Background: an optimization exercise with open tools, aiming at small area, a short achievable clock period and few clock cycles. Do not read the settings as production practice. At most, simulation tests tie the RTL to the original design; equivalence was not proved. Power is estimated from default activity; no workload was simulated.

==> v20 <==
==> flow/design.v <==
module frame_reader (
    input  wire       clk,
    input  wire       rst,
    input  wire       in_valid,
    output wire       in_ready,
    input  wire [7:0] in_data,
    output wire       out_valid,
    input  wire       out_ready,
    output wire [7:0] out_data,
    output wire       out_last,
    output wire       out_discard
);
    localparam [7:0] MAGIC0      = 8'h55;
    localparam [7:0] MAGIC1      = 8'hAA;
    localparam [7:0] MAX_PAYLOAD = 8'd57;
    localparam [2:0] S_IDLE = 3'd0,    
                     S_M1   = 3'd1,    
                     S_ID   = 3'd2,    
                     S_LS   = 3'd3,    
                     S_LEN  = 3'd4,    
                     S_BODY = 3'd5;    
    reg        in_rdy_r;
    reg        bv;                     
    reg  [7:0] b;
    assign in_ready = in_rdy_r;
    always @(posedge clk) begin
        b  <= in_data;
        bv <= in_valid && in_rdy_r && !rst;
    end
    reg  [7:0] ring [0:63];
    reg  [6:0] wptr;                   
    reg  [6:0] rptr;                   
    reg  [2:0] st;
    reg  [5:0] rem;                    
    reg [15:0] crc;                    
    reg        dec_v;                  
    reg        dec_bad;                
    wire store = bv && (st == S_ID || st == S_LS || st == S_LEN || st == S_BODY);
    reg [15:0] crc_next;
    integer    i;
    always @* begin
        crc_next = ((st == S_LEN) ? 16'h0000 : crc) ^ {8'h00, b};
        for (i = 0; i < 8; i = i + 1) begin
            if (crc_next[0])
                crc_next = (crc_next >> 1) ^ 16'h8408;
            else
                crc_next = crc_next >> 1;
        end
    end
    always @(posedge clk) begin
        if (store)
            ring[wptr[5:0]] <= b;
    end
    localparam integer QD = 4;
    reg  [6:0] q_ent [0:QD-1];
    reg  [1:0] q_wp, q_rp;
    reg  [2:0] q_cnt;
    wire       push      = dec_v;
    wire       push_disc = dec_bad || (crc != 16'h0000);
    wire [5:0] push_last = push_disc ? (wptr[5:0] - 6'd1) : (wptr[5:0] - 6'd3);
    always @(posedge clk) begin
        if (rst) begin
            st    <= S_IDLE;
            wptr  <= 7'd0;
            dec_v <= 1'b0;
        end else begin
            dec_v <= 1'b0;
            if (push && !push_disc)
                wptr <= wptr - 7'd2;           
            else if (store)
                wptr <= wptr + 7'd1;
            if (bv) begin
                case (st)
                    S_IDLE: if (b == MAGIC0) st <= S_M1;
                    S_M1:   if (b == MAGIC1) st <= S_ID;
                            else if (b != MAGIC0) st <= S_IDLE;
                    S_ID:   st <= S_LS;
                    S_LS:   st <= S_LEN;
                    S_LEN: begin
                        rem <= b[5:0];
                        crc <= crc_next;
                        if (b > MAX_PAYLOAD) begin
                            st      <= S_IDLE;
                            dec_v   <= 1'b1;
                            dec_bad <= 1'b1;
                        end else begin
                            st <= S_BODY;
                        end
                    end
                    S_BODY: begin
                        rem <= rem - 6'd1;
                        crc <= crc_next;
                        if (rem == 6'h3F) begin
                            st      <= S_IDLE;
                            dec_v   <= 1'b1;
                            dec_bad <= 1'b0;
                        end
                    end
                    default: st <= S_IDLE;
                endcase
            end
        end
    end
    reg        ov;
    reg  [7:0] od;
    reg        ol;
    reg        odisc;
    reg  [1:0] pre;                    
    assign out_valid   = ov;
    assign out_data    = od;
    assign out_last    = ol;
    assign out_discard = odisc;
    wire       have     = (q_cnt != 3'd0);
    wire [6:0] head     = q_ent[q_rp];
    wire       h_disc   = head[6];
    wire       in_pre   = h_disc && !pre[1];
    wire       h_last   = !in_pre && (rptr[5:0] == head[5:0]);
    wire       adv      = !ov || out_ready;
    wire       pop      = adv && have && h_last;
    always @(posedge clk) begin
        if (adv) begin
            od    <= in_pre ? (pre[0] ? MAGIC1 : MAGIC0) : ring[rptr[5:0]];
            ol    <= h_last;
            odisc <= h_disc;
        end
        if (push)
            q_ent[q_wp] <= {push_disc, push_last};
        if (rst) begin
            ov    <= 1'b0;
            pre   <= 2'd0;
            rptr  <= 7'd0;
            q_wp  <= 2'd0;
            q_rp  <= 2'd0;
            q_cnt <= 3'd0;
        end else begin
            if (adv)
                ov <= have;
            if (adv && have) begin
                if (in_pre)
                    pre <= pre + 2'd1;
                else
                    rptr <= rptr + 7'd1;
                if (h_last)
                    pre <= 2'd0;
            end
            if (push)
                q_wp <= q_wp + 2'd1;
            if (pop)
                q_rp <= q_rp + 2'd1;
            q_cnt <= q_cnt + {2'b00, push} - {2'b00, pop};
        end
    end
    wire [6:0] occ = wptr - rptr;
    always @(posedge clk) begin
        if (rst)
            in_rdy_r <= 1'b1;
        else
            in_rdy_r <= (occ <= 7'd61) && (q_cnt <= QD - 1);
    end
endmodule
==> flow/run.sh <==
#!/bin/bash
# synth_recipe.tcl (not shown) runs the flow's synth.tcl, then flattens the netlist and writes it again
# the make line also repeats each setting of config.mk as NAME=value (left out here)
make -C /OpenROAD-flow-scripts/flow DESIGN_CONFIG=/design/flow/config.mk WORK_HOME=/design/flow/orfs CLKGATE_MAP_FILE= SYNTH_SCRIPT=/design/flow/synth_recipe.tcl finish
==> flow/config.mk <==
export PLATFORM = sky130hd
export DESIGN_NAME = frame_reader
export DESIGN_NICKNAME = frame_reader
export VERILOG_FILES = /design/flow/design.v
export SDC_FILE = /design/flow/constraint.sdc
export NUM_CORES = 4
export LEC_CHECK = 0
export CAP_MARGIN = 20
export CORE_MARGIN = 2
export CORE_UTILIZATION = 40
export PLACE_DENSITY = 0.6
export SLEW_MARGIN = 20
==> flow/constraint.sdc <==
create_clock -name core_clock -period 6.0 [get_ports {clk}]
set_input_delay 1.2000 -clock core_clock [delete_from_list [all_inputs] [get_ports {clk}]]
set_output_delay 1.2000 -clock core_clock [all_outputs]
set_load 0.01 [all_outputs]
==> v31: changes against v20 <==
--- a/flow/design.v
+++ b/flow/design.v
@@ -37,2 +37,4 @@
     reg        dec_bad;                
+    reg  [5:0] dec_ld;                 
+    reg  [5:0] dec_la;                 
     wire store = bv && (st == S_ID || st == S_LS || st == S_LEN || st == S_BODY);
@@ -53,9 +55,7 @@
     end
-    localparam integer QD = 4;
-    reg  [6:0] q_ent [0:QD-1];
-    reg  [1:0] q_wp, q_rp;
-    reg  [2:0] q_cnt;
+    reg  [6:0] q_ent [0:3];
+    reg  [2:0] q_wp, q_rp;             
     wire       push      = dec_v;
     wire       push_disc = dec_bad || (crc != 16'h0000);
-    wire [5:0] push_last = push_disc ? (wptr[5:0] - 6'd1) : (wptr[5:0] - 6'd3);
+    wire [5:0] push_last = push_disc ? dec_ld : dec_la;
     always @(posedge clk) begin
@@ -66,3 +66,3 @@
         end else begin
-            dec_v <= 1'b0;
+            dec_v  <= 1'b0;
             if (push && !push_disc)
@@ -103,2 +103,12 @@
     end
+    always @(posedge clk) begin
+        dec_ld <= wptr[5:0];
+        dec_la <= wptr[5:0] - 6'd2;
+        if (push)
+            q_ent[q_wp[1:0]] <= {push_disc, push_last};
+        if (rst)
+            q_wp <= 3'd0;
+        else if (push)
+            q_wp <= q_wp + 3'd1;
+    end
     reg        ov;
@@ -107,3 +117,11 @@
     reg        odisc;
+    reg  [7:0] h_od;
+    reg        h_ol;
+    reg        h_odisc;
+    reg        cur_v;
+    reg        cur_disc;
+    reg  [5:0] cur_last;
     reg  [1:0] pre;                    
+    reg  [7:0] rsel_hi;
+    reg  [7:0] rsel_lo;
     assign out_valid   = ov;
@@ -112,43 +130,65 @@
     assign out_discard = odisc;
-    wire       have     = (q_cnt != 3'd0);
-    wire [6:0] head     = q_ent[q_rp];
-    wire       h_disc   = head[6];
-    wire       in_pre   = h_disc && !pre[1];
-    wire       h_last   = !in_pre && (rptr[5:0] == head[5:0]);
-    wire       adv      = !ov || out_ready;
-    wire       pop      = adv && have && h_last;
-    always @(posedge clk) begin
+    wire       have   = (q_wp != q_rp);
+    wire [6:0] head   = q_ent[q_rp[1:0]];
+    wire       in_pre = cur_disc && !pre[1];
+    wire       b_last = !in_pre && (rptr[5:0] == cur_last);
+    wire       adv    = !ov || out_ready;
+    wire       load   = !cur_v || b_last;    
+    reg  [7:0] rdata;
+    reg  [7:0] grp;
+    integer    g, k;
+    always @* begin
+        rdata = 8'h00;
+        for (g = 0; g < 8; g = g + 1) begin
+            grp = 8'h00;
+            for (k = 0; k < 8; k = k + 1)
+                grp = grp | (ring[8 * g + k] & {8{rsel_lo[k]}});
+            rdata = rdata | (grp & {8{rsel_hi[g]}});
+        end
+    end
+    wire [7:0] nd = in_pre ? (pre[0] ? MAGIC1 : MAGIC0) : rdata;
+    always @(posedge clk) begin
+        od    <= adv ? nd : ~h_od;
+        ol    <= adv ? b_last : ~h_ol;
+        odisc <= adv ? cur_disc : ~h_odisc;
         if (adv) begin
-            od    <= in_pre ? (pre[0] ? MAGIC1 : MAGIC0) : ring[rptr[5:0]];
-            ol    <= h_last;
-            odisc <= h_disc;
-        end
-        if (push)
-            q_ent[q_wp] <= {push_disc, push_last};
+            h_od    <= ~nd;
+            h_ol    <= ~b_last;
+            h_odisc <= ~cur_disc;
+            if (load) begin
+                cur_disc <= head[6];
+                cur_last <= head[5:0];
+            end
+        end
         if (rst) begin
-            ov    <= 1'b0;
-            pre   <= 2'd0;
-            rptr  <= 7'd0;
-            q_wp  <= 2'd0;
-            q_rp  <= 2'd0;
-            q_cnt <= 3'd0;
-        end else begin
-            if (adv)
-                ov <= have;
-            if (adv && have) begin
-                if (in_pre)
+            ov      <= 1'b0;
+            cur_v   <= 1'b0;
+            pre     <= 2'd0;
+            rptr    <= 7'd0;
+            rsel_hi <= 8'h01;
+            rsel_lo <= 8'h01;
+            q_rp    <= 3'd0;
+        end else if (adv) begin
+            ov <= cur_v;
+            if (load) begin
+                cur_v <= have;
+                if (have)
+                    q_rp <= q_rp + 3'd1;
+            end
+            if (cur_v) begin
+                if (in_pre) begin
                     pre <= pre + 2'd1;
-                else
-                    rptr <= rptr + 7'd1;
-                if (h_last)
+                end else begin
+                    rptr    <= rptr + 7'd1;
+                    rsel_lo <= {rsel_lo[6:0], rsel_lo[7]};
+                    if (rsel_lo[7])
+                        rsel_hi <= {rsel_hi[6:0], rsel_hi[7]};
+                end
+                if (b_last)
                     pre <= 2'd0;
             end
-            if (push)
-                q_wp <= q_wp + 2'd1;
-            if (pop)
-                q_rp <= q_rp + 2'd1;
-            q_cnt <= q_cnt + {2'b00, push} - {2'b00, pop};
-        end
-    end
-    wire [6:0] occ = wptr - rptr;
+        end
+    end
+    wire [6:0] occ  = wptr - rptr;
+    wire [2:0] qcnt = q_wp - q_rp;
     always @(posedge clk) begin
@@ -157,3 +197,3 @@
         else
-            in_rdy_r <= (occ <= 7'd61) && (q_cnt <= QD - 1);
+            in_rdy_r <= (occ <= 7'd61) && (qcnt <= 3'd3);
     end
Settings changed: CTS_CLUSTER_DIAMETER from default to 100, CTS_CLUSTER_SIZE from default to 30, SETUP_SLACK_MARGIN from default to 3.7, TNS_END_PERCENT from default to 100.
==> v13: changes against v20 <==
--- a/flow/design.v
+++ b/flow/design.v
@@ -22,9 +22,5 @@
     reg        in_rdy_r;
-    reg        bv;                     
-    reg  [7:0] b;
     assign in_ready = in_rdy_r;
-    always @(posedge clk) begin
-        b  <= in_data;
-        bv <= in_valid && in_rdy_r && !rst;
-    end
+    wire       bv = in_valid && in_rdy_r;
+    wire [7:0] b  = in_data;
     reg  [7:0] ring [0:63];
@@ -37,2 +33,4 @@
     reg        dec_bad;                
+    reg  [5:0] dec_ld;                 
+    reg  [5:0] dec_la;                 
     wire store = bv && (st == S_ID || st == S_LS || st == S_LEN || st == S_BODY);
@@ -53,9 +51,7 @@
     end
-    localparam integer QD = 4;
-    reg  [6:0] q_ent [0:QD-1];
-    reg  [1:0] q_wp, q_rp;
-    reg  [2:0] q_cnt;
+    reg  [6:0] q_ent [0:3];
+    reg  [2:0] q_wp, q_rp;             
     wire       push      = dec_v;
     wire       push_disc = dec_bad || (crc != 16'h0000);
-    wire [5:0] push_last = push_disc ? (wptr[5:0] - 6'd1) : (wptr[5:0] - 6'd3);
+    wire [5:0] push_last = push_disc ? dec_ld : dec_la;
     always @(posedge clk) begin
@@ -66,3 +62,3 @@
         end else begin
-            dec_v <= 1'b0;
+            dec_v  <= 1'b0;
             if (push && !push_disc)
@@ -84,3 +80,2 @@
                             dec_v   <= 1'b1;
-                            dec_bad <= 1'b1;
                         end else begin
@@ -95,3 +90,2 @@
                             dec_v   <= 1'b1;
-                            dec_bad <= 1'b0;
                         end
@@ -103,2 +97,13 @@
     end
+    always @(posedge clk) begin
+        dec_bad <= (st == S_LEN);         
+        dec_ld  <= wptr[5:0];
+        dec_la  <= wptr[5:0] - 6'd2;
+        if (push)
+            q_ent[q_wp[1:0]] <= {push_disc, push_last};
+        if (rst)
+            q_wp <= 3'd0;
+        else if (push)
+            q_wp <= q_wp + 3'd1;
+    end
     reg        ov;
@@ -107,3 +112,11 @@
     reg        odisc;
+    reg  [7:0] h_od;
+    reg        h_ol;
+    reg        h_odisc;
+    reg        cur_v;
+    reg        cur_disc;
+    reg  [5:0] cur_last;
     reg  [1:0] pre;                    
+    reg  [7:0] rsel_hi;
+    reg  [7:0] rsel_lo;
     assign out_valid   = ov;
@@ -112,43 +125,65 @@
     assign out_discard = odisc;
-    wire       have     = (q_cnt != 3'd0);
-    wire [6:0] head     = q_ent[q_rp];
-    wire       h_disc   = head[6];
-    wire       in_pre   = h_disc && !pre[1];
-    wire       h_last   = !in_pre && (rptr[5:0] == head[5:0]);
-    wire       adv      = !ov || out_ready;
-    wire       pop      = adv && have && h_last;
+    wire       have   = (q_wp != q_rp);
+    wire [6:0] head   = q_ent[q_rp[1:0]];
+    wire       in_pre = cur_disc && !pre[1];
+    wire       b_last = !in_pre && (rptr[5:0] == cur_last);
+    wire       adv    = !ov || out_ready;
+    wire       load   = !cur_v || b_last;    
+    reg  [7:0] rdata;
+    reg  [7:0] grp;
+    integer    g, k;
+    always @* begin
+        rdata = 8'h00;
+        for (g = 0; g < 8; g = g + 1) begin
+            grp = 8'h00;
+            for (k = 0; k < 8; k = k + 1)
+                grp = grp | (ring[8 * g + k] & {8{rsel_lo[k]}});
+            rdata = rdata | (grp & {8{rsel_hi[g]}});
+        end
+    end
+    wire [7:0] nd = in_pre ? (pre[0] ? MAGIC1 : MAGIC0) : rdata;
     always @(posedge clk) begin
+        od    <= adv ? nd : ~h_od;
+        ol    <= adv ? b_last : ~h_ol;
+        odisc <= adv ? cur_disc : ~h_odisc;
         if (adv) begin
-            od    <= in_pre ? (pre[0] ? MAGIC1 : MAGIC0) : ring[rptr[5:0]];
-            ol    <= h_last;
-            odisc <= h_disc;
+            h_od    <= ~nd;
+            h_ol    <= ~b_last;
+            h_odisc <= ~cur_disc;
+            if (load) begin
+                cur_disc <= head[6];
+                cur_last <= head[5:0];
+            end
         end
-        if (push)
-            q_ent[q_wp] <= {push_disc, push_last};
         if (rst) begin
-            ov    <= 1'b0;
-            pre   <= 2'd0;
-            rptr  <= 7'd0;
-            q_wp  <= 2'd0;
-            q_rp  <= 2'd0;
-            q_cnt <= 3'd0;
-        end else begin
-            if (adv)
-                ov <= have;
-            if (adv && have) begin
-                if (in_pre)
+            ov      <= 1'b0;
+            cur_v   <= 1'b0;
+            pre     <= 2'd0;
+            rptr    <= 7'd0;
+            rsel_hi <= 8'h01;
+            rsel_lo <= 8'h01;
+            q_rp    <= 3'd0;
+        end else if (adv) begin
+            ov <= cur_v;
+            if (load) begin
+                cur_v <= have;
+                if (have)
+                    q_rp <= q_rp + 3'd1;
+            end
+            if (cur_v) begin
+                if (in_pre) begin
                     pre <= pre + 2'd1;
-                else
-                    rptr <= rptr + 7'd1;
-                if (h_last)
+                end else begin
+                    rptr    <= rptr + 7'd1;
+                    rsel_lo <= {rsel_lo[6:0], rsel_lo[7]};
+                    if (rsel_lo[7])
+                        rsel_hi <= {rsel_hi[6:0], rsel_hi[7]};
+                end
+                if (b_last)
                     pre <= 2'd0;
             end
-            if (push)
-                q_wp <= q_wp + 2'd1;
-            if (pop)
-                q_rp <= q_rp + 2'd1;
-            q_cnt <= q_cnt + {2'b00, push} - {2'b00, pop};
         end
     end
-    wire [6:0] occ = wptr - rptr;
+    wire [6:0] occ  = wptr - rptr;
+    wire [2:0] qcnt = q_wp - q_rp;
     always @(posedge clk) begin
@@ -157,3 +192,3 @@
         else
-            in_rdy_r <= (occ <= 7'd61) && (q_cnt <= QD - 1);
+            in_rdy_r <= (occ <= 7'd62) && (qcnt <= 3'd3);
     end
Settings changed: CORE_UTILIZATION 40 to 55, CTS_CLUSTER_DIAMETER from default to 80, CTS_CLUSTER_SIZE from default to 24, PLACE_DENSITY 0.6 to 0.7, SETUP_SLACK_MARGIN from default to 3.8, TNS_END_PERCENT from default to 100.
==> comparison table <==
metric                                                                         v20                      v31                      v13
Met3 layer usage reported by global route                                    3.78%                    3.31%                    4.36%
Number of cells in the finished layout apart from fillers                     2182                     2447                     2208
Internal cell power                                                        7.00 mW                  6.37 mW                  6.37 mW
Run status                                                 complete, no violations  complete, no violations  complete, no violations
Worst hold endpoint                                                         pre[1]                    od[6]                       ol
Period minus WS final                                                      3630 ps                  2480 ps                  2290 ps
Portion of netlist area occupied by mux cells                                14.8%                    1.60%                    1.57%
Nature of the critical path endpoint                                          flop                     flop           primary output
Fraction of power consumed by the clock network                              44.8%                    26.6%                    27.2%
Post-CTS repair timing setup buffer count                                        0                       34                       18
Met2 Routed Length                                                         26.2 mm                  30.8 mm                  30.4 mm
Synthesized instance count                                                    1297                     1554                     1550
TritonRoute pass-1 iters                                                         4                        5                        6
Wire length on met1                                                        23.4 mm                  26.6 mm                  25.2 mm
Capturing element of the worst setup path                                 q_cnt[1]                    od[5]              out_data[1]
Worst path buffer plus inverter count                                            2                        2                        1
Top cell type's share of synthesized area                                    69.3%                    69.7%                    70.5%
Clock-cell share of area                                                     7.40%                    2.74%                    3.12%
Worst setup path start                                                   out_ready               rsel_lo[1]                    od[1]
Fraction of the mapped netlist area in compound gates                        2.18%                    11.3%                    11.5%
Testbench counts of v13, summed over its fixed seeds: cycles 32,718.
Only the layout flow was run in v20 and v31; the RTL was not checked for function there.

==> what the ideal ports hide <==
The results above use ideal ports. As a check the final layouts listed here were re-extracted and re-timed, cells and wires unchanged. Step 1 (the two cells are an assumption about what drives the block):
set clk [get_ports {clk}]
set_driving_cell -lib_cell sky130_fd_sc_hd__clkbuf_16 $clk
set_driving_cell -lib_cell sky130_fd_sc_hd__buf_2 [delete_from_list [all_inputs] $clk]
Step 2 times the ports against the registers' clock, not the clock port: input delays grow and output delays shrink by t, the midpoint of the rising clock arrivals with the driver on. a / b / c = ideal / step 1 / step 2; a / b = the first two.
run | t, ns | slack for setup (ns) | clock arrival spread, ns | worst slew at a driven data input, ns
v20 | 0.645 | 2.369 / 2.403 / 1.759 | 0.023 / 0.023 | 0.04
v31 | 0.666 | 3.525 / 3.525 / 3.103 | 0.043 / 0.043 | 0.04
v13 | 0.679 | 3.711 / 3.651 / 3.187 | 0.035 / 0.035 | 0.04
After both steps setup and hold are still met in every run listed. For v20, which loses most, drivers alone change the setup slack by +0.034 ns; drivers and shift together by -0.610 ns.
